From an optimization exercise on the open Yosys and OpenROAD flow, aimed at small area, a short achievable clock period and few clock cycles; shortcuts taken in it are not production practice.
Function was checked by simulation only, so behaviour that the tests miss may differ from the original.

## flow/design.v (module list and top-level ports; edited modules follow where they fit)
// module bn_resp: 52 lines
// module bluenumi_led: 1009 lines
module bluenumi_led (
    input  wire        clk,
    input  wire        rst,           
    input  wire        cmd_valid,
    output wire        cmd_ready,
    input  wire [63:0] cmd_word,
    input  wire [31:0] cmd_now,       
    output wire        rsp_valid,
    output wire [3:0]  rsp_status,
    output wire [31:0] led_level      
);
  // ...
==> flow/flow/run.sh <==
#!/bin/bash
# The standard layout (standard.sh) with these changes:
# - the buffers that buffer_ports puts on every input and output port are
#   sky130_fd_sc_hd__buf_1 cells instead of the tool's default pick
#   (clkdlybuf4s50_1, a delay cell);
# - after the standard synthesis, the netlist's combinational logic is
#   improved without touching any register (same cells, same names):
#   flow/fa_polarity.py removes inverters around the full-adder cells (a full
#   adder is self-dual), then flow/remap.py maps the logic again with ABC
#   (flow/remap.abc, the standard dont_use list in flow/dontuse.txt), keeping
#   flip-flops, adder cells and the logic of the rsp_valid/rsp_status paths as
#   they are. The netlist computes the same function; the standard flow then
#   goes on from it.
# Logs: synth.log, standard.log (make's output), fa_polarity.log, remap.log
# (and the netlist's .remap.log beside it), and ORFS's own logs in orfs/logs.
set -euo pipefail
ARGS='BUFFER_PORTS_ARGS=-buffer_cell sky130_fd_sc_hd__buf_1'
R=orfs/results/${FLOW_PLATFORM:-sky130hd}/bluenumi_led/base
bash standard.sh "$ARGS" synth > synth.log 2>&1
python3 flow/fa_polarity.py "$R/1_2_yosys.v" > fa_polarity.log 2>&1
python3 flow/remap.py "$R/1_2_yosys.v" flow/remap.abc flow/dontuse.txt rsp_valid rsp_status > remap.log 2>&1
rm -f "$R/1_synth.odb" "$R/1_synth.sdc"
bash standard.sh "$ARGS" finish > standard.log 2>&1
==> flow/flow/dontuse.txt <==
-dont_use sky130_fd_sc_hd__probe_p_8 -dont_use sky130_fd_sc_hd__probec_p_8 -dont_use sky130_fd_sc_hd__lpflow_bleeder_1 -dont_use sky130_fd_sc_hd__lpflow_clkbufkapwr_1 -dont_use sky130_fd_sc_hd__lpflow_clkbufkapwr_16 -dont_use sky130_fd_sc_hd__lpflow_clkbufkapwr_2 -dont_use sky130_fd_sc_hd__lpflow_clkbufkapwr_4 -dont_use sky130_fd_sc_hd__lpflow_clkbufkapwr_8 -dont_use sky130_fd_sc_hd__lpflow_clkinvkapwr_1 -dont_use sky130_fd_sc_hd__lpflow_clkinvkapwr_16 -dont_use sky130_fd_sc_hd__lpflow_clkinvkapwr_2 -dont_use sky130_fd_sc_hd__lpflow_clkinvkapwr_4 -dont_use sky130_fd_sc_hd__lpflow_clkinvkapwr_8 -dont_use sky130_fd_sc_hd__lpflow_decapkapwr_12 -dont_use sky130_fd_sc_hd__lpflow_decapkapwr_3 -dont_use sky130_fd_sc_hd__lpflow_decapkapwr_4 -dont_use sky130_fd_sc_hd__lpflow_decapkapwr_6 -dont_use sky130_fd_sc_hd__lpflow_decapkapwr_8 -dont_use sky130_fd_sc_hd__lpflow_inputiso0n_1 -dont_use sky130_fd_sc_hd__lpflow_inputiso0p_1 -dont_use sky130_fd_sc_hd__lpflow_inputiso1n_1 -dont_use sky130_fd_sc_hd__lpflow_inputiso1p_1 -dont_use sky130_fd_sc_hd__lpflow_inputisolatch_1 -dont_use sky130_fd_sc_hd__lpflow_isobufsrc_1 -dont_use sky130_fd_sc_hd__lpflow_isobufsrc_16 -dont_use sky130_fd_sc_hd__lpflow_isobufsrc_2 -dont_use sky130_fd_sc_hd__lpflow_isobufsrc_4 -dont_use sky130_fd_sc_hd__lpflow_isobufsrc_8 -dont_use sky130_fd_sc_hd__lpflow_isobufsrckapwr_16 -dont_use sky130_fd_sc_hd__lpflow_lsbuf_lh_hl_isowell_tap_1 -dont_use sky130_fd_sc_hd__lpflow_lsbuf_lh_hl_isowell_tap_2 -dont_use sky130_fd_sc_hd__lpflow_lsbuf_lh_hl_isowell_tap_4 -dont_use sky130_fd_sc_hd__lpflow_lsbuf_lh_isowell_4 -dont_use sky130_fd_sc_hd__lpflow_lsbuf_lh_isowell_tap_1 -dont_use sky130_fd_sc_hd__lpflow_lsbuf_lh_isowell_tap_2 -dont_use sky130_fd_sc_hd__lpflow_lsbuf_lh_isowell_tap_4 
==> flow/flow/fa_polarity.py <==
#!/usr/bin/env python3
"""Remove inverters around full-adder cells in a Yosys netlist.

A full adder is self-dual: FA(~a, ~b, ~c) = (~cout, ~sum). Yosys's adder
extraction often leaves inverters between full adders; this script chooses,
for every sky130 fa cell, whether it computes on true or on complemented
signals so that as few inverters as possible are needed, and rewrites the
netlist with that choice. Every other cell keeps the same logical inputs, so
the netlist computes the same function. Registers are not touched.

usage: fa_polarity.py NETLIST.v   (rewrites the file in place)
"""
import random
import re
import sys

OUT_PINS = {"X", "Y", "Q", "Q_N", "SUM", "COUT", "HI", "LO"}
INV_RE = re.compile(r"sky130_fd_sc_hd__(clk)?inv_\d+$")
FA_RE = re.compile(r"sky130_fd_sc_hd__fa_\d+$")

path = sys.argv[1]
text = open(path).read()

mstart = text.index("module ")
mend = text.rindex("endmodule")
body = text[mstart:mend]

# ports
ports = set()
for m in re.finditer(r"^\s*(input|output)\s+(\[[^\]]*\]\s*)?([^;]+);", body, re.M):
    for n in m.group(3).split(","):
        ports.add(n.strip())

def base(net):
    net = net.strip()
    if net.startswith("\\"):
        return net.split(" ")[0][1:].split("[")[0]
    return net.split("[")[0]

cell_re = re.compile(r"^(\s*)(sky130_fd_sc_hd__\w+)\s+(\S+)\s*\((.*?)\);\s*$", re.S | re.M)
cells = []
for m in cell_re.finditer(body):
    pins = []
    for pm in re.finditer(r"\.(\w+)\(([^()]*)\)", m.group(4)):
        pins.append([pm.group(1), pm.group(2).strip()])
    cells.append({"type": m.group(2), "name": m.group(3), "pins": pins,
                  "span": m.span(), "indent": m.group(1)})

assign_rhs = []
for m in re.finditer(r"^\s*assign\s+(.+?)\s*=\s*(.+?);", body, re.M):
    assign_rhs.append(m.group(2).strip())

driver = {}
for ci, c in enumerate(cells):
    for p, n in c["pins"]:
        if p in OUT_PINS:
            driver[n] = (ci, p)

def is_inv(c):
    return bool(INV_RE.match(c["type"]))

def is_fa(c):
    return bool(FA_RE.match(c["type"]))

def root(net):
    """(root net, parity) through inverter chains."""
    par = 0
    seen = 0
    while net in driver and is_inv(cells[driver[net][0]]) and seen < 100:
        c = cells[driver[net][0]]
        net = dict(c["pins"])["A"]
        par ^= 1
        seen += 1
    return net, par

# consumers: (cell index or None, pin index or None, root, parity)
consumers = {}
fixed_roots = set()
for ci, c in enumerate(cells):
    if is_inv(c):
        y = dict(c["pins"])["Y"]
        if base(y) in ports:
            r, _ = root(y)
            fixed_roots.add(r)
        continue
    for pi, (p, n) in enumerate(c["pins"]):
        if p in OUT_PINS:
            continue
        r, par = root(n)
        consumers.setdefault(r, []).append((ci, pi, par))
for n in assign_rhs:
    r, _ = root(n)
    fixed_roots.add(r)
# an inverter output used by anything we do not rewrite keeps its tree as is
inv_outs = {dict(c["pins"])["Y"] for c in cells if is_inv(c)}
for n in assign_rhs:
    if n in inv_outs:
        fixed_roots.add(root(n)[0])

roots = [r for r in consumers if r not in fixed_roots]
fa_cells = [ci for ci, c in enumerate(cells) if is_fa(c)]
fa_out_roots = {}
for ci in fa_cells:
    for p, n in cells[ci]["pins"]:
        if p in OUT_PINS:
            fa_out_roots.setdefault(ci, []).append(n)
# an fa whose output tree is fixed may not flip
frozen = {ci for ci in fa_cells if any(n in fixed_roots or base(n) in ports for n in fa_out_roots[ci])}

def root_cost(r, flip):
    d = driver.get(r)
    avail = flip.get(d[0], 0) if d is not None else 0
    need_inv = False
    for ci, pi, par in consumers[r]:
        q = par ^ (flip.get(ci, 0) if is_fa(cells[ci]) else 0)
        if q != avail:
            need_inv = True
            break
    return 1 if need_inv else 0

def total(flip):
    return sum(root_cost(r, flip) for r in roots)

# roots each fa touches
touch = {ci: set() for ci in fa_cells}
for r in roots:
    d = driver.get(r)
    if d is not None and d[0] in touch:
        touch[d[0]].add(r)
    for ci, pi, par in consumers[r]:
        if ci in touch:
            touch[ci].add(r)

orig_invs = sum(1 for c in cells if is_inv(c))
best = {}
best_cost = total(best)
start_cost = best_cost
rng = random.Random(1)
movable = [ci for ci in fa_cells if ci not in frozen]
for restart in range(30):
    flip = {} if restart == 0 else {ci: rng.randint(0, 1) for ci in movable}
    improved = True
    while improved:
        improved = False
        order = movable[:]
        rng.shuffle(order)
        for ci in order:
            before = sum(root_cost(r, flip) for r in touch[ci])
            flip[ci] = flip.get(ci, 0) ^ 1
            after = sum(root_cost(r, flip) for r in touch[ci])
            if after < before:
                improved = True
            else:
                flip[ci] ^= 1
    cost = total(flip)
    if cost < best_cost:
        best_cost, best = cost, dict(flip)

# inverters outside the rewritten trees stay
keep_inv = set()
rewritten = set(roots)
for ci, c in enumerate(cells):
    if is_inv(c):
        r, _ = root(dict(c["pins"])["Y"])
        if r not in rewritten:
            keep_inv.add(ci)

# the outputs of a flipped fa carry complemented values: give them new names
rename = {}
for ci in fa_cells:
    if best.get(ci, 0):
        for n in fa_out_roots[ci]:
            if n.startswith("\\"):
                rename[n] = n + "_n"
            elif re.match(r"^[A-Za-z_][A-Za-z0-9_$]*$", n):
                rename[n] = n + "n"

def emit(net):
    net = rename.get(net, net)
    # an escaped identifier ends at white space
    return net + " " if net.startswith("\\") else net

# rebuild
new_cells = []
new_wires = []
pin_net = {}
k = 0
for r in roots:
    d = driver.get(r)
    avail = best.get(d[0], 0) if d is not None else 0
    inv_net = None
    for ci, pi, par in consumers[r]:
        q = par ^ (best.get(ci, 0) if is_fa(cells[ci]) else 0)
        if q == avail:
            pin_net[(ci, pi)] = r
        else:
            if inv_net is None:
                k += 1
                inv_net = f"_polinv{k}_"
                new_wires.append(inv_net)
                new_cells.append(f"  sky130_fd_sc_hd__inv_1 _polinv{k}_cell_ (\n    .A({emit(r)}),\n    .Y({inv_net})\n  );\n")
            pin_net[(ci, pi)] = inv_net

out = []
pos = 0
for ci, c in enumerate(cells):
    s, e = c["span"]
    out.append(body[pos:s])
    pos = e
    if is_inv(c) and ci not in keep_inv:
        continue
    pins = []
    for pi, (p, n) in enumerate(c["pins"]):
        pins.append(f"    .{p}({emit(pin_net.get((ci, pi), n))})")
    out.append(f"{c['indent']}{c['type']} {c['name']} (\n" + ",\n".join(pins) + "\n  );")
out.append(body[pos:])
new_body = "".join(out)
decl = "".join(f"  wire {emit(w)};\n" for w in new_wires) + "".join(f"  wire {w}{' ' if w.startswith(chr(92)) else ''};\n" for w in sorted(rename.values()))
new_body = new_body.rstrip() + "\n" + decl + "".join(new_cells)
open(path, "w").write(text[:mstart] + new_body + "\n" + text[mend:])
print(f"fa cells {len(fa_cells)} (frozen {len(frozen)}), flipped {sum(best.values())}; "
      f"inverters {orig_invs} -> {len(keep_inv) + k} (rewritten trees: {start_cost} -> {best_cost})")
==> flow/flow/remap.abc <==
strash
&get -n
&st
&dch -f
&nf -R 1000
&put
topo
stime -c
buffer -c
upsize -c
dnsize -c
==> flow/flow/remap.py <==
#!/usr/bin/env python3
"""Map the combinational logic of a Yosys sky130 netlist again with ABC.

Keeps every flip-flop, full/half adder and tie cell as it is, and keeps the
logic in the fan-in cone of the given output ports (the one-cycle response
paths) as it is; all other combinational cells are mapped again from their
functions with an ABC script, with the same dont_use list as the standard
synthesis. The function of the netlist does not change.

usage: remap.py NETLIST.v ABC_SCRIPT DONT_USE_FILE KEEP_PORT... (rewrites NETLIST.v)
"""
import os
import re
import subprocess
import sys

FLOW_HOME = os.environ.get("FLOW_HOME", "/OpenROAD-flow-scripts/flow")
LIB = os.path.join(FLOW_HOME, "platforms/sky130hd/lib/sky130_fd_sc_hd__tt_025C_1v80.lib")
YOSYS = os.environ.get("YOSYS_EXE") or (
    os.path.join(FLOW_HOME, "../tools/install/yosys/bin/yosys")
    if os.path.exists(os.path.join(FLOW_HOME, "../tools/install/yosys/bin/yosys")) else "yosys")
OUT_PINS = {"X", "Y", "Q", "Q_N", "SUM", "COUT", "HI", "LO"}
SEQ_RE = re.compile(r"sky130_fd_sc_hd__(e?dfx|dfr|dfs|dfb|sdf|edf|dlx|dlr|sdl|dlc|fa_|ha_|conb)")

path, script, dontuse_file = sys.argv[1:4]
keep_ports = sys.argv[4:]
text = open(path).read()
mstart = text.index("module ")
top = re.match(r"module\s+(\S+?)\s*\(", text[mstart:]).group(1)

cell_re = re.compile(r"^\s*(sky130_fd_sc_hd__\w+)\s+(\S+)\s*\((.*?)\);\s*$", re.S | re.M)
cells = []
for m in cell_re.finditer(text):
    pins = [(pm.group(1), pm.group(2).strip()) for pm in re.finditer(r"\.(\w+)\(([^()]*)\)", m.group(3))]
    cells.append((m.group(1), m.group(2), pins))
driver = {}
for ci, (t, n, pins) in enumerate(cells):
    for p, net in pins:
        if p in OUT_PINS:
            driver[net] = ci
assigns = {}
for m in re.finditer(r"^\s*assign\s+(.+?)\s*=\s*(.+?);", text, re.M):
    assigns[m.group(1).strip()] = m.group(2).strip()

def port_bits(name):
    out = []
    for m in re.finditer(r"^\s*output\s+(\[(\d+):(\d+)\]\s*)?(\S+?)\s*;", text, re.M):
        if m.group(4) == name:
            if m.group(1):
                hi, lo = int(m.group(2)), int(m.group(3))
                out += [f"{name}[{i}]" for i in range(min(hi, lo), max(hi, lo) + 1)]
            else:
                out.append(name)
    return out

# fan-in cone of the kept ports, through combinational cells only
keep = set()
stack = []
for p in keep_ports:
    stack += port_bits(p)
seen = set()
while stack:
    net = stack.pop()
    if net in seen:
        continue
    seen.add(net)
    if net in assigns:
        stack.append(assigns[net])
    ci = driver.get(net)
    if ci is None or SEQ_RE.match(cells[ci][0]):
        continue
    keep.add(cells[ci][1])
    for p, n in cells[ci][2]:
        if p not in OUT_PINS:
            stack.append(n)

# kept cells (sequential, adders, tie cells, the cone) become blackbox stubs
stub_pins = {}
for t, n, pins in cells:
    if SEQ_RE.match(t) or n in keep:
        stub_pins.setdefault(t, set()).update(p for p, _ in pins)
body = text
def retype(m):
    t, n = m.group(1), m.group(2)
    if t in stub_pins and (SEQ_RE.match(t) or n in keep):
        return m.group(0).replace(t, "KEEP__" + t, 1)
    return m.group(0)
body = cell_re.sub(retype, body)
stubs = []
for t, ps in sorted(stub_pins.items()):
    decl = ", ".join(("output " if p in OUT_PINS else "input ") + p for p in sorted(ps))
    stubs.append(f"(* blackbox *)\nmodule KEEP__{t}({decl});\nendmodule\n")
dontuse = open(dontuse_file).read().strip()
src = path + ".remap_in.v"
tmp = path + ".remap_out.v"
ys = path + ".remap.ys"
open(src, "w").write("".join(stubs) + body)
with open(ys, "w") as f:
    f.write(f"read_liberty -ignore_miss_func -ignore_miss_dir {LIB}\n")
    f.write(f"read_verilog {src}\n")
    f.write(f"hierarchy -top {top}\n")
    f.write("flatten\nopt_clean\n")
    f.write(f"abc -script {script} -liberty {LIB} {dontuse}\n")
    f.write("opt_clean -purge\n")
    f.write("rename -enumerate -pattern _rm%_\n")
    f.write(f"select -module {top}\n")
    f.write(f"write_verilog -noattr -noexpr -selected {tmp}\n")
r = subprocess.run([YOSYS, "-s", ys], capture_output=True, text=True)
open(path + ".remap.log", "w").write(r.stdout + r.stderr)
if r.returncode != 0:
    sys.stderr.write(r.stdout[-5000:] + r.stderr)
    sys.exit(1)
new = open(tmp).read().replace("KEEP__sky130_fd_sc_hd__", "sky130_fd_sc_hd__")
open(path, "w").write(new)
print(f"kept {len(keep)} cells in the cone of {' '.join(keep_ports)}")
==> flow/standard.sh <==
#!/bin/bash
# synth_recipe.tcl (not shown) runs the flow's synth.tcl, then flattens the netlist and writes it again
# the make line also repeats each setting of config.mk as NAME=value (left out here)
make -C /OpenROAD-flow-scripts/flow DESIGN_CONFIG=/design/flow/config.mk WORK_HOME=/design/flow/orfs CLKGATE_MAP_FILE= SYNTH_SCRIPT=/design/flow/synth_recipe.tcl "${@:-finish}"
==> flow/config.mk <==
export PLATFORM = sky130hd
export DESIGN_NAME = bluenumi_led
export DESIGN_NICKNAME = bluenumi_led
export VERILOG_FILES = /design/flow/design.v
export SDC_FILE = /design/flow/constraint.sdc
export NUM_CORES = 4
export LEC_CHECK = 0
export ABC_AREA = 1
export CAP_MARGIN = 20
export CORE_MARGIN = 2
export CORE_UTILIZATION = 45
export PLACE_DENSITY = 0.6
export SLEW_MARGIN = 20
export SYNTH_HIERARCHICAL = 1
export SYNTH_MEMORY_MAX_BITS = 131072
==> flow/constraint.sdc <==
create_clock -name core_clock -period 30.0 [get_ports {clk}]
set_input_delay 6.0000 -clock core_clock [delete_from_list [all_inputs] [get_ports {clk}]]
set_output_delay 6.0000 -clock core_clock [all_outputs]
set_load 0.01 [all_outputs]
==> flow_summary.json, run 1 <==
{
  "dp_slack_ns": 16.64,
  "design_area_um2": 7562,
  "utilization": 0.5203,
  "worstRegToRegCells": 36,
  "cap_violations": 0,
  "avgSynthCellArea_um2": 7.951,
  "highest_layer": "met4",
  "regMostFlops": "lvl",
  "clock_buffers": 5,
  "grt.busiest_layer": "met2",
  "h-tree-depth": 2,
  "crit_path_max_fanout": 28,
  "endpoint_kind": "output port",
  "final_common_cell": "nand2_1",
  "buffers": 147,
  "vias": 6920,
  "max_stage_delay_ns": 0.51,
  "cts_buffers": 5,
  "cts_tree": "yes",
  "bufAreaShareNonClock": 0.07892,
  "status": "no timing/DRC/antenna violations",
  "clock_sinks": 53,
  "seq_area_um2": 1211,
  "fin_crit_sh": 0.4619,
  "crit_end": "led_level[18]",
  "area_growth_pct": 13.10,
  "multi_input_gates": 720,
  "timing.hold.ws_ns": 0.4672,
  "fin_crit_ns": 13.86,
  "drive_gt1_frac": 0.07358,
  "fin_nets": 1150,
  "crit_arrival_ns": 7.86
}
Testbench counts, summed over its fixed seeds: cycles 37,036.
==> run 2: changes to the inputs <==
--- a/flow/design.v
+++ b/flow/design.v
@@ -236,27 +236,31 @@
     wire fold_t148 = (fold_t132 & fold_t133) | (fold_t132 & fold_t146) | (fold_t133 & fold_t146);
     wire fold_t149 = fold_t134 ^ fold_t135 ^ fold_t148;
     wire fold_t150 = (fold_t134 & fold_t135) | (fold_t134 & fold_t148) | (fold_t135 & fold_t148);
     wire fold_t151 = fold_t137 ^ fold_t150;
     wire fold_t152 = fold_t137 & fold_t150;
     wire fold_t153 = fold_t138 ^ fold_t152;
     wire fold_t154 = fold_t138 & fold_t152;
     assign S2 = {fold_t153, fold_t151, fold_t149, fold_t147, fold_t145, fold_t143, fold_t141, fold_t139};
-    wire [6:0] m_q = (s2_q >= 8'd125) ? s2_q[6:0] - 7'd125 : s2_q[6:0];
-    wire [8:0] v_q = {m_q, t_q};
-    wire [8:0] w_q = 9'd500 - v_q;
-    wire [2:0] dj  = a_q - v_q[4:2];
+    wire       k_q  = (s2_q >= 8'd125);
+    wire [9:0] u_q  = {s2_q, t_q};
+    wire [8:0] v0_q = u_q[8:0];
+    wire [8:0] v1_q = u_q - 10'd500;
+    wire [8:0] w0_q = 10'd500 - u_q;
+    wire [8:0] w1_q = 10'd1000 - u_q;
+    wire [2:0] m3  = s2_q[2:0] - (k_q ? 3'd5 : 3'd0);
+    wire [2:0] dj  = a_q - m3;
     wire [2:0] j_q = {dj[2] ^ dj[0], dj[1:0]};
     wire neg0 = j_q[2] ^ (j_q[1:0] != 2'd0);
     wire neg1 = j_q[2] ^ j_q[1];
     wire neg2 = j_q[2] ^ (j_q[1:0] == 2'd3);
     wire neg3 = j_q[2];
     wire xw = led_pattern ? phase : j_q[0];
-    wire [8:0] x = xw ? w_q : v_q;
+    wire [8:0] x = xw ? (k_q ? w1_q : w0_q) : (k_q ? v1_q : v0_q);
     wire [9:0] sin_a = {xw ? neg3 : neg0, x};
     wire [9:0] cos_a = {xw ? neg1 : neg2, x};
     wire [7:0] s_q, c_q;
     wire sin_n19, sin_n20, sin_n21, sin_n22, sin_n23, sin_n24, sin_n25,
     sin_n26, sin_n27, sin_n28, sin_n29, sin_n30, sin_n31, sin_n32, sin_n33,
     sin_n34, sin_n35, sin_n36, sin_n37, sin_n38, sin_n39, sin_n40, sin_n41,
     sin_n42, sin_n43, sin_n44, sin_n45, sin_n46, sin_n47, sin_n48, sin_n49,
     sin_n50, sin_n51, sin_n52, sin_n53, sin_n54, sin_n55, sin_n56, sin_n57,
--- a/flow/flow/run.sh
+++ b/flow/flow/run.sh
@@ -3,17 +3,17 @@
 # - the buffers that buffer_ports puts on every input and output port are
 #   sky130_fd_sc_hd__buf_1 cells instead of the tool's default pick
 #   (clkdlybuf4s50_1, a delay cell);
 # - after the standard synthesis, the netlist's combinational logic is
 #   improved without touching any register (same cells, same names):
 #   flow/fa_polarity.py removes inverters around the full-adder cells (a full
 #   adder is self-dual), then flow/remap.py maps the logic again with ABC
 #   (flow/remap.abc, the standard dont_use list in flow/dontuse.txt), keeping
-#   flip-flops, adder cells and the logic of the rsp_valid/rsp_status paths as
+#   flip-flops, full-adder cells and the logic of the rsp_valid/rsp_status paths as
 #   they are. The netlist computes the same function; the standard flow then
 #   goes on from it.
 # Logs: synth.log, standard.log (make's output), fa_polarity.log, remap.log
 # (and the netlist's .remap.log beside it), and ORFS's own logs in orfs/logs.
 set -euo pipefail
 ARGS='BUFFER_PORTS_ARGS=-buffer_cell sky130_fd_sc_hd__buf_1'
 R=orfs/results/${FLOW_PLATFORM:-sky130hd}/bluenumi_led/base
 bash standard.sh "$ARGS" synth > synth.log 2>&1
--- a/flow/flow/remap.py
+++ b/flow/flow/remap.py
@@ -15,17 +15,17 @@
 import sys
 
 FLOW_HOME = os.environ.get("FLOW_HOME", "/OpenROAD-flow-scripts/flow")
 LIB = os.path.join(FLOW_HOME, "platforms/sky130hd/lib/sky130_fd_sc_hd__tt_025C_1v80.lib")
 YOSYS = os.environ.get("YOSYS_EXE") or (
     os.path.join(FLOW_HOME, "../tools/install/yosys/bin/yosys")
     if os.path.exists(os.path.join(FLOW_HOME, "../tools/install/yosys/bin/yosys")) else "yosys")
 OUT_PINS = {"X", "Y", "Q", "Q_N", "SUM", "COUT", "HI", "LO"}
-SEQ_RE = re.compile(r"sky130_fd_sc_hd__(e?dfx|dfr|dfs|dfb|sdf|edf|dlx|dlr|sdl|dlc|fa_|ha_|conb)")
+SEQ_RE = re.compile(r"sky130_fd_sc_hd__(e?dfx|dfr|dfs|dfb|sdf|edf|dlx|dlr|sdl|dlc|fa_|conb)")
 
 path, script, dontuse_file = sys.argv[1:4]
 keep_ports = sys.argv[4:]
 text = open(path).read()
 mstart = text.index("module ")
 top = re.match(r"module\s+(\S+?)\s*\(", text[mstart:]).group(1)
 
 cell_re = re.compile(r"^\s*(sky130_fd_sc_hd__\w+)\s+(\S+)\s*\((.*?)\);\s*$", re.S | re.M)
==> run 2 against run 1 <==
Net effect: still clean on timing, DRC and antenna; clock skew is essentially flat; register-to-register slack lost 0.68 ns; die area shrank 2.4%; wire length shrank 2.1%; hold slack lost 0.0017 ns; final area shrank 2.4%.
==> flow_summary.json, run 2 <==
{
  "max_stage_delay_ns": 0.83,
  "postRouteAntennaNets": 0,
  "cap_violations": 0,
  "cp_num_buf_inv": 1,
  "diodes": 0,
  "reg.largest.list": "lvl: 32 flops, s2_q: 8 flops, a_q: 3 flops",
  "ctsResizeCount": 0,
  "fp.dieArea_um2": 15470,
  "largest_reg_flops": 32,
  "cts.clk_slew.worst_paths_ns": 0.07,
  "boundaryPins": 137,
  "chipHeight_um": 124.4,
  "fill_cells": 1390,
  "core_area_um2": 14040,
  "grt_overflow_total": 0,
  "antenna_found_initial": 0,
  "final_cell_mix": "146 x nand2_1, 135 x buf_1, 110 x nor2_1, 82 x a21oi_1, 67 x fa_1",
  "final_common_cell": "nand2_1",
  "hold_violations": 0,
  "netlist_area_um2": 6523,
  "portBuffers": 135,
  "routed_wl_um": 20530,
  "multi_input_area_um2": 5099,
  "drt_first_pass_iters": 6,
  "drive_gt1_frac": 0.06385,
  "grtUsageTotal": 0.2630,
  "hold_depth": 2,
  "area_growth_pct": 13.14,
  "avgSynthCellArea_um2": 7.701,
  "endpoint_kind": "output port",
  "cts_buffers": 5,
  "grt_pass1_vias": 6809,
  "routed_via_density": 6.061,
  "slew_violations": 0,
  "syn_inst": 847,
  "worst_pin_slew_ns": 1.050,
  "fmax_ghz": 0.06873,
  "postCtsHoldBufs": 0,
  "dpl.hpwl_um": 16270,
  "postCtsSetupBuffers": 0,
  "gp_congestion": 0.9660,
  "clkLatencyLatePin_ns": 0.31,
  "seq_area_um2": 1211,
  "crit_family": "compound AO/OA/AOI/OAI gates",
  "critical-path-slowest-cell": "xor2_2",
  "cts_tree": "yes",
  "drc_errors": 0,
  "fin_nets": 1136,
  "regMostFlops": "lvl",
  "start_util": 0.4645,
  "routedWlPerCell_um": 17.83,
  "cts.path.max_buffers": 2,
  "crit_arrival_ns": 8.55,
  "critical_path_required_ns": 24.00,
  "vias": 6976,
  "min_path_type": "flop to flop",
  "slew_headroom": 0.2997,
  "crit_top_cell": "nand2_1",
  "worstRegToRegCells": 37,
  "clock_sinks": 53,
  "fin_crit_sh": 0.4850,
  "finClkSkew_ns": 0.008862,
  "fin_crit_ns": 14.55,
  "cp.depth": 38,
  "crit_path_start_kind": "flop",
  "grt_max_degree": 37,
  "status": "no timing/DRC/antenna violations",
  "final.setup.tns_ns": 0,
  "ys_warn_count": 8,
  "root_buffer": "clkbuf_16",
  "dieWidth_um": 124.4,
  "grt_pass1_wl_um": 33510,
  "crit_type": "flop to output port",
  "num_rows": 43,
  "h-tree-depth": 2,
  "setup_viol": 0,
  "syn_nets": 1013,
  "rsz0062_at_grt": "no",
  "drtIter0Drc": 636,
  "crit_path_max_fanout": 20
}
[run 2: metrics by stage]
step | utilization | std cells | hold WS, ns | worst slack [ns] | instance area (um^2)
6_report | 0.5255 | 1151 | 0.4655 | 15.45 | 7380
5_1_grt | 0.5255 | 1151 | 0.4884 | 14.64 | 7380
4_1_cts | 0.5255 | 1151 | 0.4653 | 15.67 | 7380
3_5_place_dp | 0.5148 | 1143 | 0.4452 | 16.02 | 7229
3_3_place_gp | 0.5148 | 1143 | 0.4418 | 16.27 | 7229
2_1_floorplan | - | 847 | 0.4363 | 17.24 | 6523
[run 2: area by class of cell]
cell class | instances | share of cell area
Clock buffer | 5 | 0.01695
Multi-Input combinational cell | 739 | 0.6909
Tap cell | 180 | 0.03052
Sequential cell | 53 | 0.1641
Timing Repair Buffer | 149 | 0.08291
Clock inverter | 3 | 0.003391
Inverter | 22 | 0.01119
[run 2: tightest hold or removal path, cell delays in order (launching register included)]
cell      delay (ns)
dfxtp_1         0.31
nand2_1         0.04
o221ai_1        0.07
[run 2: routing by layer]
| metal | track usage | vias to the layer above | wire (um) |
|---|---|---|---|
| met5 | 0 | - | 0 |
| met4 | 0.1110 | 0 | 779 |
| met1 | 0.3581 | 3202 | 8585 |
| met3 | 0.04725 | 78 | 1946 |
| met2 | 0.4121 | 409 | 9214 |
| li1 | - | 3287 | - |
[run 2: final timing paths]
| kind | start | end | slack [ns] |
|---|---|---|---|
| setup reg to reg | s2_q[1] | lvl[0][2] | 21.77 |
| setup / recovery | s2_q[1] | led_level[18] | 15.45 |
| hold / removal | lvl[2][5] | lvl[2][5] | 0.47 |
| hold reg to reg | lvl[2][5] | lvl[2][5] | 0.47 |
Testbench counts of run 2, summed over its fixed seeds: cycles 37,036.
==> run 3: changes to the inputs <==
==> flow/flow/remap.abc (replaced) <==
strash
dch -f
map -D 4000
topo
stime -c
buffer -c
upsize -c
dnsize -c
==> run 3 against run 2 <==
Net effect: sequential share of layout area shrank 0.84 points; final cell count up 10%; synthesized cell count is 13% higher; via count rose by 2.7%; clock skew shrank 0.0031 ns; global-route usage down 0.12 points; critical path type unchanged.
==> flow_summary.json, run 3 <==
{
  "place_inst": 1259,
  "fill_cells": 1542,
  "max_stage_delay_ns": 0.61,
  "routedWlPerCell_um": 16.52,
  "avgSynthCellArea_um2": 7.301,
  "gr-usage-met1": 0.3661,
  "grt_pass1_wl_um": 34620,
  "grt_pass1_vias": 6957,
  "hold_depth": 2,
  "cp_num_buf_inv": 4,
  "seq_area_um2": 1211,
  "worstRegToRegCells": 35,
  "largest_reg_flops": 32,
  "syn_inst": 953,
  "portBuffers": 135,
  "finClkSkew_ns": 0.005777,
  "h-tree-depth": 2,
  "reg2reg_to": "lvl[1][5]",
  "chipHeight_um": 128.3,
  "grtUsageTotal": 0.2617,
  "gp_congestion": 1.005,
  "ctsResizeCount": 0,
  "crit_path_max_fanout": 26,
  "drive_gt1_frac": 0.09453,
  "grt_max_degree": 27,
  "groute.layer.met2.usage": 0.4171,
  "endpoint_kind": "output port",
  "cts_tree": "yes",
  "hold_end": "lvl[2][0]",
  "final.setup.tns_ns": 0,
  "rsz0062_at_grt": "no",
  "status": "no timing/DRC/antenna violations",
  "drtIter0Drc": 669,
  "hold_violations": 0,
  "boundaryPins": 137,
  "antenna_found_initial": 0,
  "crit_arrival_ns": 7.12,
  "worst_pin_slew_ns": 1.065,
  "cts.path.max_buffers": 2,
  "area_growth_pct": 11.78,
  "postCtsHoldBufs": 0,
  "setup_viol": 0,
  "crit_top_cell": "o21ai_1",
  "cts.clk_slew.worst_paths_ns": 0.07,
  "hp-start": "lvl[2][0]",
  "reg.largest.list": "lvl: 32 flops, s2_q: 8 flops, a_q: 3 flops",
  "fin_crit_sh": 0.4374,
  "regMostFlops": "lvl",
  "start_util": 0.4594,
  "drt_first_pass_iters": 5,
  "syn_nets": 1119,
  "utilization": 0.5135,
  "drc_errors": 0,
  "fmax_ghz": 0.07621,
  "routed_via_density": 5.657,
  "clkLatencyLatePin_ns": 0.30,
  "postRouteAntennaNets": 0,
  "slew_violations": 0,
  "fin_crit_ns": 13.12,
  "crit_path_start_kind": "flop",
  "crit_type": "flop to output port",
  "fp.dieArea_um2": 16470,
  "clock_sinks": 53,
  "core_area_um2": 15150,
  "r2r-start": "s2_q[3]",
  "vias": 7167,
  "fin_nets": 1244,
  "crit_family": "compound AO/OA/AOI/OAI gates",
  "ys_warn_count": 8,
  "critical_path_required_ns": 24.00,
  "multi_input_area_um2": 5169,
  "dpl.hpwl_um": 16880,
  "use_met3": 0.05364,
  "num_rows": 45,
  "final_cell_mix": "171 x nor2_1, 137 x nand2_1, 135 x buf_1, 102 x inv_1, 74 x o21ai_0",
  "regToRegSetupSlack_ns": 23.27,
  "grt_overflow_total": 0,
  "root_buffer": "clkbuf_16",
  "diodes": 0,
  "netlist_area_um2": 6958,
  "fin_cells": 1267,
  "critical-path-slowest-cell": "edfxtp_1",
  "grt.busiest_layer": "met2",
  "slew_headroom": 0.2875,
  "cts_buffers": 5,
  "cap_violations": 0,
  "final_common_cell": "nor2_1",
  "dieWidth_um": 128.3,
  "routed_wl_um": 20930,
  "min_path_type": "flop to flop",
  "postCtsSetupBuffers": 0
}
## run 3: how the worst max path moves through the flow
stage / depth (start not counted) / from / endpoint / slack, ns
6_report: 36 / s2_q[3] / led_level[13] / 16.88
5_1_grt: 37 / s2_q[3] / led_level[14] / 16.37
4_1_cts: 9 / cmd_word[63] / rsp_status[2] / 16.97
3_5_place_dp: 9 / cmd_word[63] / rsp_status[2] / 16.97
3_3_place_gp: 9 / cmd_word[63] / rsp_status[2] / 16.98
2_1_floorplan: 7 / cmd_word[63] / rsp_status[2] / 17.23
## run 3: area by class of cell
cell class | instances | area share
multi-input cells | 763 | 0.6646
flip-flops and latches | 53 | 0.1557
repair buffers | 141 | 0.07095
inverters | 114 | 0.05920
well taps | 188 | 0.03024
clock buffers | 5 | 0.01609
clock inverters | 3 | 0.003218
## run 3: worst reg2reg max path: cells and delay by family (launching register included)
family | cells | cell delay [ns]
AOI/OAI and AO/OA | 17 | 2.79
and+or+nand+nor | 14 | 2.24
DFF | 1 | 0.61
xor gates and xnor gates | 1 | 0.46
buffers and inverters | 3 | 0.49
## run 3: through the flow
step / worst slack [ns] / hold slack (ns) / instance area [um^2]
floorplan: 17.23 / 0.4523 / 6958
global placement: 16.98 / 0.4722 / 7620
detailed placement: 16.97 / 0.4731 / 7627
CTS: 16.97 / 0.4919 / 7777
global route: 16.37 / 0.5157 / 7777
finish: 16.88 / 0.4857 / 7777
## run 3: routing by layer
layer | share of wire | wire, um
met1 | 0.44 | 9125
met2 | 0.45 | 9420
met5 | 0 | 0
met3 | 0.092 | 1916
met4 | 0.022 | 464
==> run 4: changes to the inputs <==
==> flow/flow/remap.abc (replaced) <==
strash
dch -f
map -a
topo
stime -c
buffer -c
upsize -c
dnsize -c
==> run 4 against run 3 <==
Net effect: synthesized cell count rose by 1.5%; maximum frequency shrank 1.4%; via count rose by 1.9%; critical endpoint is now led_level[18]; largest cell class unchanged; critical path depth increased by 2.
==> flow_summary.json, run 4 <==
{
  "crit_type": "flop to output port",
  "avgSynthCellArea_um2": 7.102,
  "critical_path_required_ns": 24.00,
  "drc_errors": 0,
  "chipHeight_um": 127.5,
  "grt_overflow_total": 0,
  "postRouteAntennaNets": 0,
  "portBuffers": 135,
  "dpl.hpwl_um": 17260,
  "clkLatencyLatePin_ns": 0.31,
  "status": "no timing/DRC/antenna violations",
  "syn_nets": 1133,
  "dieWidth_um": 127.5,
  "regMostFlops": "lvl",
  "critical-path-slowest-cell": "o21ai_0",
  "diodes": 0,
  "cts_tree": "yes",
  "postCtsHoldBufs": 0,
  "cts.path.max_buffers": 2,
  "reg.largest.list": "lvl: 32 flops, s2_q: 8 flops, a_q: 3 flops",
  "largest_reg_flops": 32,
  "cap_violations": 0,
  "endpoint_kind": "output port",
  "gp_congestion": 0.9766,
  "slew_headroom": 0.2695,
  "postCtsSetupBuffers": 0,
  "netlist_area_um2": 6868,
  "core_area_um2": 15030,
  "ctsResizeCount": 0,
  "syn_inst": 967,
  "fin_nets": 1261,
  "grt_max_degree": 25,
  "fmax_ghz": 0.07518,
  "drive_gt1_frac": 0.09124,
  "final_cell_mix": "184 x nor2_1, 150 x nand2_1, 135 x buf_1, 104 x inv_1, 73 x o21ai_0",
  "h-tree-depth": 2,
  "min_path_type": "flop to flop",
  "drtIter0Drc": 672,
  "drt_first_pass_iters": 6,
  "grt_pass1_wl_um": 35330,
  "grt_pass1_vias": 7052,
  "crit_top_cell": "o21ai_0",
  "rsz0062_at_grt": "no",
  "crit_path_max_fanout": 20,
  "clock_sinks": 53,
  "vias": 7302,
  "final_common_cell": "nor2_1",
  "fin_crit_ns": 13.30,
  "grtUsageTotal": 0.2727,
  "cts_buffers": 5,
  "max_stage_delay_ns": 0.65,
  "num_rows": 45,
  "cts.clk_slew.worst_paths_ns": 0.08,
  "antenna_found_initial": 0,
  "final.setup.tns_ns": 0,
  "timing.hold.ws_ns": 0.4911,
  "crit_arrival_ns": 7.30,
  "slew_violations": 0,
  "area_growth_pct": 11.86,
  "setup_viol": 0,
  "root_buffer": "clkbuf_16",
  "fp.dieArea_um2": 16270,
  "finClkSkew_ns": 0.007873,
  "fill_cells": 1555,
  "fin_crit_sh": 0.4434,
  "boundaryPins": 137,
  "worst_pin_slew_ns": 1.092,
  "crit_path_start_kind": "flop",
  "ys_warn_count": 8,
  "routed_wl_um": 21610,
  "regToRegSetupSlack_ns": 23.02,
  "routed_via_density": 5.687,
  "routedWlPerCell_um": 16.83,
  "hold_violations": 0,
  "start_util": 0.4568
}
-- run 4: path summary, 6_finish.rpt --
check / start / endpoint / cells past startpoint
setup / recovery: s2_q[3] / led_level[18] / 38
setup reg to reg: s2_q[3] / lvl[1][2] / 37
hold reg to reg: lvl[2][6] / lvl[2][6] / 2
hold / removal: lvl[2][6] / lvl[2][6] / 2
-- run 4: worst max-delay path, delay by kind of cell (launching register included) --
family | cells | cell delay (ns)
AND/OR/NAND/NOR | 13 | 1.56
AO/OA/AOI/OAI | 16 | 3.50
flip-flops | 1 | 0.59
buffers and inverters | 9 | 1.30
-- run 4: metal layers --
layer,up-vias,wire length (um),part of all wire,GRT usage
met5,-,0,0,0
met4,0,711,0.033,0.09761
met3,65,1779,0.082,0.04899
met2,384,9961,0.46,0.4479
met1,3365,9159,0.42,0.3619
li1,3488,-,-,-
-- run 4: cell type report --
cell class                 instances  area (um^2)  share of cell area
clock buffer                       5        125.1             0.01629
clock inverter                     3        25.02            0.003257
inverter                         125        495.5             0.06450
multi-input combinational        768         5031              0.6549
sequential                        53         1211              0.1577
tap                              188        235.2             0.03062
timing repair buffer             142        559.3             0.07280
-- run 4: stage by stage --
stage / cell area [um^2] / setup slack (ns) / utilization / cells
2_1_floorplan: 6868 / 17.23 / - / 967
3_3_place_gp: 7530 / 16.96 / 0.5009 / 1276
3_5_place_dp: 7530 / 16.95 / 0.5009 / 1276
4_1_cts: 7680 / 16.85 / 0.5109 / 1284
5_1_grt: 7682 / 16.04 / 0.5110 / 1284
6_report: 7682 / 16.70 / 0.5110 / 1284
==> run 5: changes to the inputs <==
==> flow/flow/remap.abc (replaced) <==
strash
dch -f
map -D 3500
topo
stime -c
buffer -c
upsize -c
dnsize -c
==> run 5 against run 4 <==
Net effect: largest cell class unchanged; final cell count up 0.86%; maximum frequency up 1.9%; via count up 1.0%; hold slack worse by 0.017 ns; highest routed layer unchanged; wire length up 1.3%; critical path depth down 29; critical endpoint is now rsp_status[2].
==> flow_summary.json, run 5 <==
{
  "clkLatencyLatePin_ns": 0.31,
  "regMostFlops": "lvl",
  "boundaryPins": 137,
  "drtIter0Drc": 640,
  "drc_errors": 0,
  "routed_wl_um": 21900,
  "cap_violations": 0,
  "worst_pin_slew_ns": 0.9349,
  "fin_crit_ns": 13.05,
  "worstRegToRegCells": 30,
  "drt_first_pass_iters": 6,
  "diodes": 0,
  "syn_inst": 979,
  "h-tree-depth": 2,
  "grt_pass1_wl_um": 35820,
  "place_area_um2": 7610,
  "grt_overflow_total": 0,
  "final.setup.tns_ns": 0,
  "critical_path_required_ns": 24.00,
  "cts.path.max_buffers": 2,
  "final_common_cell": "nor2_1",
  "vias": 7377,
  "hold_depth": 2,
  "fin_crit_sh": 0.4350,
  "area_growth_pct": 12.15,
  "setup_viol": 0,
  "fmax_ghz": 0.07663,
  "reg.largest.list": "lvl: 32 flops, s2_q: 8 flops, a_q: 3 flops",
  "finClkSkew_ns": 0.008334,
  "crit_type": "primary input to output port",
  "cts.clk_slew.worst_paths_ns": 0.08,
  "start_util": 0.4587,
  "grt_max_degree": 24,
  "root_buffer": "clkbuf_16",
  "endpoint_kind": "output port",
  "crit_path_start_kind": "primary input",
  "dieWidth_um": 128.0,
  "chipHeight_um": 128.0,
  "slew_headroom": 0.3745,
  "gp_congestion": 0.9976,
  "utilization": 0.5144,
  "ys_warn_count": 8,
  "cts_buffers": 5,
  "hold_violations": 0,
  "fin_nets": 1272,
  "routed_via_density": 5.697,
  "slew_violations": 0,
  "crit_path_max_fanout": 5,
  "grtUsageTotal": 0.2748,
  "largest_reg_flops": 32,
  "antenna_found_initial": 0,
  "fp.dieArea_um2": 16390,
  "design_area_um2": 7762,
  "syn_nets": 1145,
  "clock_sinks": 53,
  "postCtsSetupBuffers": 0,
  "portBuffers": 135,
  "netlist_area_um2": 6922,
  "postRouteAntennaNets": 0,
  "routedWlPerCell_um": 16.91,
  "final_cell_mix": "176 x nor2_1, 152 x nand2_1, 135 x buf_1, 109 x inv_1",
  "grt_pass1_vias": 6995,
  "status": "no timing/DRC/antenna violations",
  "postCtsHoldBufs": 0,
  "num_rows": 45,
  "avgSynthCellArea_um2": 7.070,
  "crit_arrival_ns": 7.05,
  "cts_tree": "yes",
  "fill_cells": 1554,
  "drive_gt1_frac": 0.08311,
  "rsz0062_at_grt": "no",
  "core_area_um2": 15090,
  "dpl.hpwl_um": 17640,
  "min_path_type": "flop to flop",
  "ctsResizeCount": 0
}
run 5: layout make-up:
type	count	area, um^2	share of cell area
Multi-Input combinational cell	779	5124	0.6601
Sequential cell	53	1211	0.1560
Timing Repair Buffer	143	566.8	0.07302
Inverter	124	475.5	0.06125
Tap cell	188	235.2	0.03030
Clock buffer	5	125.1	0.01612
Clock inverter	3	25.02	0.003224
run 5: final timing paths:
path | startpoint | end | slack (ns)
setup / recovery | cmd_word[63] | rsp_status[2] | 16.95
hold / removal | lvl[3][2] | lvl[3][2] | 0.47
setup reg to reg | s2_q[1] | lvl[0][5] | 23.46
hold reg to reg | lvl[3][2] | lvl[3][2] | 0.47
run 5: per-stage QoR:
stage | std cells | hold slack [ns] | setup WS, ns
final | 1295 | 0.4737 | 16.95
after global routing | 1295 | 0.4985 | 16.60
after CTS | 1295 | 0.4664 | 16.95
after detailed placement | 1287 | 0.4480 | 16.96
after global placement | 1287 | 0.4530 | 16.98
after floorplan | 979 | 0.4523 | 17.23
run 5: layer usage:
metal	track usage	vias to the layer above	share of wire
li1	-	3546	-
met1	0.3619	3362	0.41
met2	0.4501	396	0.47
met3	0.05092	73	0.088
met4	0.1060	0	0.031
met5	0	-	0
run 5: worst max-delay path, cell delays in order:
cell     delay, ns
buf_1         0.08
inv_1         0.08
nand2_2       0.06
nor2_4        0.17
nand3_2       0.11
inv_1         0.11
o21ai_1       0.10
nor3_2        0.15
buf_1         0.18
==> run 6: changes to the inputs <==
==> flow/flow/remap.abc (replaced) <==
strash
dch -f
map -D 3500
topo
stime -c
buffer -c
upsize -c -D 4000
dnsize -c -D 4000
==> run 6 against run 5 <==
Net effect: register-to-register slack got worse by 0.32 ns; die area decreased by 1.6%; core utilization rose by 0.67 points; clock skew up 0.0033 ns; global-route usage grew 0.49 points; first-iteration DRC count down 2.3%; sequential share of layout area rose by 0.27 points.
==> flow_summary.json, run 6 <==
{
  "worst_pin_slew_ns": 0.9667,
  "syn_inst": 979,
  "status": "no timing/DRC/antenna violations",
  "postCtsHoldBufs": 0,
  "fin_cells": 1290,
  "final.setup.tns_ns": 0,
  "h-tree-depth": 2,
  "portBuffers": 135,
  "cap_violations": 0,
  "ctsResizeCount": 0,
  "finClkSkew_ns": 0.01160,
  "fin_crit_sh": 0.4419,
  "dpl.hpwl_um": 17310,
  "cts_buffers": 5,
  "netlist_area_um2": 6807,
  "setup_viol": 0,
  "drtIter0Drc": 625,
  "reg.largest.list": "lvl: 32 flops, s2_q: 8 flops, a_q: 3 flops",
  "regMostFlops": "lvl",
  "routed_wl_um": 21600,
  "crit_path_max_fanout": 15,
  "drt_first_pass_iters": 5,
  "num_rows": 44,
  "critical_path_required_ns": 24.00,
  "start_util": 0.4648,
  "routedWlPerCell_um": 16.74,
  "avgSynthCellArea_um2": 6.953,
  "grt_pass1_wl_um": 36200,
  "endpoint_kind": "output port",
  "boundaryPins": 137,
  "fp.dieArea_um2": 16130,
  "min_path_type": "flop to flop",
  "antenna_found_initial": 0,
  "diodes": 0,
  "chipHeight_um": 127.0,
  "final_cell_mix": "179 x nor2_1, 155 x nand2_1, 135 x buf_1, 117 x inv_1, 73 x o21ai_0",
  "slew_headroom": 0.3555,
  "postRouteAntennaNets": 0,
  "grt_overflow_total": 0,
  "dieWidth_um": 127.0,
  "postCtsSetupBuffers": 0,
  "fill_cells": 1524,
  "core_area_um2": 14640,
  "grtUsageTotal": 0.2798,
  "grt_pass1_vias": 7239,
  "slew_violations": 0,
  "cts_tree": "yes",
  "max_stage_delay_ns": 0.64,
  "crit_type": "flop to output port",
  "largest_reg_flops": 32,
  "hold_depth": 2,
  "ys_warn_count": 8,
  "cts.path.max_buffers": 2,
  "routed_via_density": 5.648,
  "critical-path-slowest-cell": "nor2_1",
  "rsz0062_at_grt": "no",
  "root_buffer": "clkbuf_16",
  "grt_max_degree": 24,
  "drc_errors": 0,
  "clkLatencyLatePin_ns": 0.31,
  "crit_path_start_kind": "flop",
  "clock_sinks": 53,
  "crit_arrival_ns": 7.26,
  "final_common_cell": "nor2_1",
  "worstRegToRegCells": 30,
  "fin_crit_ns": 13.26,
  "cts.clk_slew.worst_paths_ns": 0.08,
  "timing.hold.ws_ns": 0.4772,
  "hold_violations": 0,
  "drive_gt1_frac": 0.06691,
  "fin_nets": 1271,
  "syn_nets": 1145,
  "vias": 7286,
  "area_growth_pct": 12.11,
  "gp_congestion": 0.9994,
  "place_inst": 1282,
  "regToRegSetupSlack_ns": 23.14,
  "fmax_ghz": 0.07544
}
[run 6: layout make-up]
type,instances,area (um^2),share of cell area
inverters,124,466.7,0.06116
clock buffers,5,125.1,0.01640
multi-input cells,779,5014,0.6570
clock inverters,3,25.02,0.003279
repair buffers,142,559.3,0.07329
flip-flops and latches,53,1211,0.1587
well taps,184,230.2,0.03017
[run 6: critical path: cells and delay by family, from the launching register on]
kind / cells / cell delay (ns)
AND/OR/NAND/NOR: 14 / 3.24
AO/OA/AOI/OAI: 13 / 2.34
buffers and inverters: 4 / 0.91
flip-flops: 1 / 0.45
[run 6: through the flow]
stage | worst slack (ns) | area (um^2) | utilization
after floorplan | 17.23 | 6807 | -
after CTS | 16.96 | 7629 | 0.5209
final | 16.74 | 7631 | 0.5211
after global placement | 16.97 | 7478 | 0.5107
after detailed placement | 16.96 | 7478 | 0.5107
after global routing | 16.11 | 7631 | 0.5211
[run 6: metal layers]
metal  track usage  vias to the layer above  wire (um)
li1              -                     3537          -
met1        0.3793                     3341       9235
met2        0.4415                      340       9819
met3       0.05737                       68       1832
met4        0.1105                        0        712
met5             0                        -          0
[run 6: worst paths after layout]
check | startpoint | endpoint
min reg2reg | lvl[0][3] | lvl[0][3]
max | s2_q[1] | led_level[29]
max reg2reg | s2_q[1] | lvl[3][5]
min | lvl[0][3] | lvl[0][3]
==> run 7: changes to the inputs <==
==> flow/flow/remap.abc (replaced) <==
strash
dch -f
map -D 3500
topo
stime -c
buffer -c
upsize -c -D 4200
dnsize -c -D 4200
==> run 7 against run 6 <==
Net effect: still clean on timing, DRC and antenna; sequential share of layout area rose by 0.15 points; clock-buffer cell count did not move; maximum frequency increased by 1.5%; non-clock buffer count is the same; clock skew decreased by 0.0042 ns; wire length up 0.99%; hold slack worse by 0.0033 ns; worst setup slack gained 0.20 ns; register-to-register slack improved by 0.26 ns; final cell count unchanged; critical endpoint is now rsp_status[2]; highest routed layer unchanged.
==> flow_summary.json, run 7 <==
{
  "chipHeight_um": 126.3,
  "worst_pin_slew_ns": 0.9042,
  "final_common_cell": "nor2_1",
  "reg.largest.list": "lvl: 32 flops, s2_q: 8 flops, a_q: 3 flops",
  "syn_inst": 979,
  "area_growth_pct": 12.43,
  "final_cell_mix": "182 x nor2_1, 160 x nand2_1, 135 x buf_1, 121 x inv_1, 77 x o21ai_0",
  "ctsResizeCount": 0,
  "cts.clk_slew.worst_paths_ns": 0.07,
  "crit_path_max_fanout": 5,
  "num_rows": 44,
  "min_path_type": "flop to flop",
  "ys_warn_count": 8,
  "grt_pass1_vias": 7346,
  "setup_viol": 0,
  "h-tree-depth": 2,
  "fmax_ghz": 0.07658,
  "drc_errors": 0,
  "crit_arrival_ns": 7.06,
  "crit_type": "primary input to output port",
  "root_buffer": "clkbuf_16",
  "grt_pass1_wl_um": 36270,
  "fin_nets": 1271,
  "finClkSkew_ns": 0.007412,
  "fill_cells": 1509,
  "cts_tree": "yes",
  "crit_path_start_kind": "primary input",
  "portBuffers": 135,
  "drtIter0Drc": 707,
  "start_util": 0.4610,
  "boundaryPins": 137,
  "core_area_um2": 14590,
  "dpl.hpwl_um": 17500,
  "routed_wl_um": 21810,
  "routedWlPerCell_um": 16.91,
  "cap_violations": 0,
  "drive_gt1_frac": 0.04882,
  "postRouteAntennaNets": 0,
  "clock_sinks": 53,
  "endpoint_kind": "output port",
  "slew_violations": 0,
  "status": "no timing/DRC/antenna violations",
  "grtUsageTotal": 0.2806,
  "fin_crit_ns": 13.06,
  "diodes": 0,
  "final.setup.tns_ns": 0,
  "fin_crit_sh": 0.4353,
  "rsz0062_at_grt": "no",
  "grt_max_degree": 24,
  "postCtsHoldBufs": 0,
  "grt_overflow_total": 0,
  "avgSynthCellArea_um2": 6.869,
  "routed_via_density": 5.754,
  "hold_violations": 0,
  "netlist_area_um2": 6725,
  "cts_buffers": 5,
  "slew_headroom": 0.3972,
  "drt_first_pass_iters": 8,
  "fp.dieArea_um2": 15940,
  "syn_nets": 1145,
  "postCtsSetupBuffers": 0,
  "cts.path.max_buffers": 2,
  "critical_path_required_ns": 24.00,
  "largest_reg_flops": 32,
  "dieWidth_um": 126.3,
  "vias": 7423,
  "gp_congestion": 0.9992,
  "clkLatencyLatePin_ns": 0.31,
  "regMostFlops": "lvl",
  "antenna_found_initial": 0
}
-- run 7: final cells by class --
cell class	instances	area [um^2]	area share
Sequential cell	53	1211	0.1602
Tap cell	184	230.2	0.03045
Clock inverter	3	25.02	0.003310
Multi-Input combinational cell	779	4945	0.6540
Clock buffer	5	125.1	0.01655
Timing Repair Buffer	142	559.3	0.07397
Inverter	124	465.4	0.06156
-- run 7: stage by stage --
step | area, um^2 | hold slack [ns] | setup WS, ns | std cells | util
after floorplan | 6725 | 0.4523 | 17.23 | 979 | -
after detailed placement | 7411 | 0.4491 | 16.96 | 1282 | 0.5080
after global placement | 7408 | 0.4505 | 16.97 | 1282 | 0.5078
after global routing | 7561 | 0.4975 | 16.37 | 1290 | 0.5183
after CTS | 7561 | 0.4728 | 16.96 | 1290 | 0.5183
final | 7561 | 0.4739 | 16.94 | 1290 | 0.5183
-- run 7: per-layer routing --
metal / GRT usage / share of wire / up-vias
met2: 0.4516 / 0.46 / 411
met4: 0.1047 / 0.035 / 0
met1: 0.3807 / 0.42 / 3373
li1: - / - / 3553
met5: 0 / 0 / -
met3: 0.04715 / 0.088 / 86
-- run 7: worst paths after layout --
check                    start       endpoint  slack, ns  cells past startpoint
setup / recovery  cmd_word[63]  rsp_status[2]      16.94                      9
hold / removal       lvl[1][2]      lvl[1][2]       0.47                      2
setup reg to reg       s2_q[3]      lvl[3][5]      23.40                     30
hold reg to reg      lvl[1][2]      lvl[1][2]       0.47                      2
-- run 7: worst max-delay path: stages --
cell     delay, ns
buf_1         0.08
inv_1         0.08
nand2_2       0.06
nor2_4        0.17
nand3_2       0.11
inv_1         0.11
o21ai_1       0.10
nor3_2        0.16
buf_1         0.17
==> run 8: changes to the inputs <==
==> flow/flow/remap.abc (replaced) <==
strash
dch -f
map -D 3500
topo
stime -c
buffer -c
upsize -c
dnsize -c
--- a/flow/config.mk
+++ b/flow/config.mk
@@ -9,6 +9,7 @@
 export CAP_MARGIN = 20
 export CORE_MARGIN = 2
 export CORE_UTILIZATION = 45
+export CTS_BUF_LIST = sky130_fd_sc_hd__clkbuf_8
 export PLACE_DENSITY = 0.6
 export SLEW_MARGIN = 20
 export SYNTH_HIERARCHICAL = 1
==> run 8 against run 7 <==
Net effect: sequential cell count unchanged; highest routed layer unchanged; critical endpoint unchanged; critical path depth is the same; maximum frequency hardly changed; largest cell class unchanged; clock-buffer cell count did not move; die area is 2.8% higher; still clean.
==> flow_summary.json, run 8 <==
{
  "routedWlPerCell_um": 16.80,
  "start_util": 0.4587,
  "routed_via_density": 5.673,
  "h-tree-depth": 2,
  "crit_type": "primary input to output port",
  "grtUsageTotal": 0.2744,
  "utilization": 0.5107,
  "finClkSkew_ns": 0.01180,
  "slew_headroom": 0.3841,
  "cts_tree": "yes",
  "setup_viol": 0,
  "fin_nets": 1272,
  "area_growth_pct": 11.33,
  "boundaryPins": 137,
  "worst_pin_slew_ns": 0.9205,
  "core_area_um2": 15090,
  "multi_input_area_um2": 5124,
  "syn_nets": 1145,
  "final_common_cell": "nor2_1",
  "ys_warn_count": 8,
  "crit_path_max_fanout": 5,
  "drc_errors": 0,
  "largest_reg_flops": 32,
  "postCtsHoldBufs": 0,
  "ctsResizeCount": 0,
  "fin_crit_ns": 13.05,
  "fp.dieArea_um2": 16390,
  "hold_violations": 0,
  "portBuffers": 135,
  "regMostFlops": "lvl",
  "seq_area_um2": 1211,
  "routed_wl_um": 21760,
  "reg.largest.list": "lvl: 32 flops, s2_q: 8 flops, a_q: 3 flops",
  "fill_cells": 1566,
  "rsz0062_at_grt": "no",
  "clkLatencyLatePin_ns": 0.34,
  "grt_pass1_wl_um": 35760,
  "final_cell_mix": "176 x nor2_1, 152 x nand2_1, 135 x buf_1, 109 x inv_1",
  "postCtsSetupBuffers": 0,
  "crit_path_start_kind": "primary input",
  "root_buffer": "clkbuf_8",
  "drive_gt1_frac": 0.08311,
  "dieWidth_um": 128.0,
  "drt_first_pass_iters": 6,
  "critical_path_required_ns": 24.00,
  "crit_arrival_ns": 7.05,
  "endpoint_kind": "output port",
  "cts_buffers": 5,
  "final.setup.tns_ns": 0,
  "cts.path.max_buffers": 2,
  "syn_inst": 979,
  "netlist_area_um2": 6922,
  "gp_congestion": 0.9976,
  "grt_overflow_total": 0,
  "grt_max_degree": 24,
  "drtIter0Drc": 598,
  "fin_crit_sh": 0.4350,
  "diodes": 0,
  "status": "no timing/DRC/antenna violations",
  "num_rows": 45,
  "chipHeight_um": 128.0,
  "cap_violations": 0,
  "grt_pass1_vias": 7007,
  "cts.clk_slew.worst_paths_ns": 0.11,
  "vias": 7347,
  "slew_violations": 0,
  "min_path_type": "flop to flop",
  "dpl.hpwl_um": 17640,
  "clock_sinks": 53,
  "antenna_found_initial": 0,
  "avgSynthCellArea_um2": 7.070,
  "postRouteAntennaNets": 0,
  "fmax_ghz": 0.07663
}
==> run 8: changes by cell type in the layout (fill, tap and decap cells not counted), moves of 4 or more <==
cell	before	now
o21ai_0	77	67
o21ai_1	3	12
inv_1	121	109
inv_2	2	12
nand2_2	7	11
nor2_1	182	176
clkbuf_8	0	5
nand2_1	160	152
clkbuf_16	5	0
nor2_2	8	12
==> run 8: layout make-up <==
type,count,area share
multi-input cells,779,0.6649
flip-flops and latches,53,0.1572
repair buffers,143,0.07355
inverters,124,0.06170
well taps,188,0.03052
clock buffers,5,0.008930
clock inverters,3,0.003247
==> run 8: layer usage <==
| layer | routed length [um] | global-route usage |
|---|---|---|
| met1 | 9083 | 0.3601 |
| met2 | 10280 | 0.4498 |
| met3 | 1801 | 0.05092 |
| met4 | 594 | 0.1080 |
| met5 | 0 | 0 |
==> run 8: critical path, cell delays in order <==
cell and delay (ns):
buf_1 0.08, inv_1 0.08, nand2_2 0.06, nor2_4 0.17, nand3_2 0.11, inv_1 0.11
o21ai_1 0.10, nor3_2 0.15, buf_1 0.18
==> run 8: through the flow <==
| step | cell area, um^2 | worst slack, ns | instances | hold WS (ns) |
|---|---|---|---|---|
| finish | 7706 | 16.95 | 1295 | 0.4757 |
| global placement | 7610 | 16.98 | 1287 | 0.4530 |
| detailed placement | 7610 | 16.96 | 1287 | 0.4480 |
| floorplan | 6922 | 17.23 | 979 | 0.4523 |
| global route | 7706 | 16.55 | 1295 | 0.5069 |
| CTS | 7704 | 16.95 | 1295 | 0.4747 |
==> run 8: worst paths after layout <==
| check | start | endpoint | slack (ns) | cells after the start |
|---|---|---|---|---|
| min reg2reg | lvl[3][2] | lvl[3][2] | 0.48 | 2 |
| min | lvl[3][2] | lvl[3][2] | 0.48 | 2 |
| max reg2reg | s2_q[3] | lvl[0][5] | 23.54 | 31 |
| max | cmd_word[63] | rsp_status[2] | 16.95 | 9 |

## port drivers added, routing unchanged
The flow's constraints put no driver on any port. The routed layouts listed below were extracted and timed again, unchanged, in two steps.
Step 1 assumes that a clkbuf_16 drives the clock port and a buf_2 every other input.
Step 2, shift: input delay + t, output delay - t, t = (earliest + latest rising clock arrival at the registers) / 2. This alone moves slack from input paths to output paths.
Slacks: no drivers / after step 1 / after step 2; pairs: no drivers / after step 1.
| run | t (ns) | setup WS [ns] | worst setup path at the end |
|---|---|---|---|
| run 1 | 0.337 | 16.143 / 16.103 / 16.440 | register to output |
| run 2 | 0.344 | 15.450 / 15.408 / 15.751 | register to output |
| run 3 | 0.336 | 16.879 / 16.839 / 16.948 | input to output |
| run 4 | 0.345 | 16.698 / 16.655 / 16.925 | input to output |
| run 5 | 0.349 | 16.950 / 16.931 / 16.931 | input to output |
| run 6 | 0.349 | 16.744 / 16.703 / 16.941 | input to output |
| run 7 | 0.343 | 16.942 / 16.923 / 16.923 | input to output |
| run 8 | 0.370 | 16.951 / 16.931 / 16.931 | input to output |
After both steps setup and hold are still met in every run listed. For run 8, which loses most, drivers alone change the setup slack by -0.020 ns; drivers and shift together by -0.020 ns.
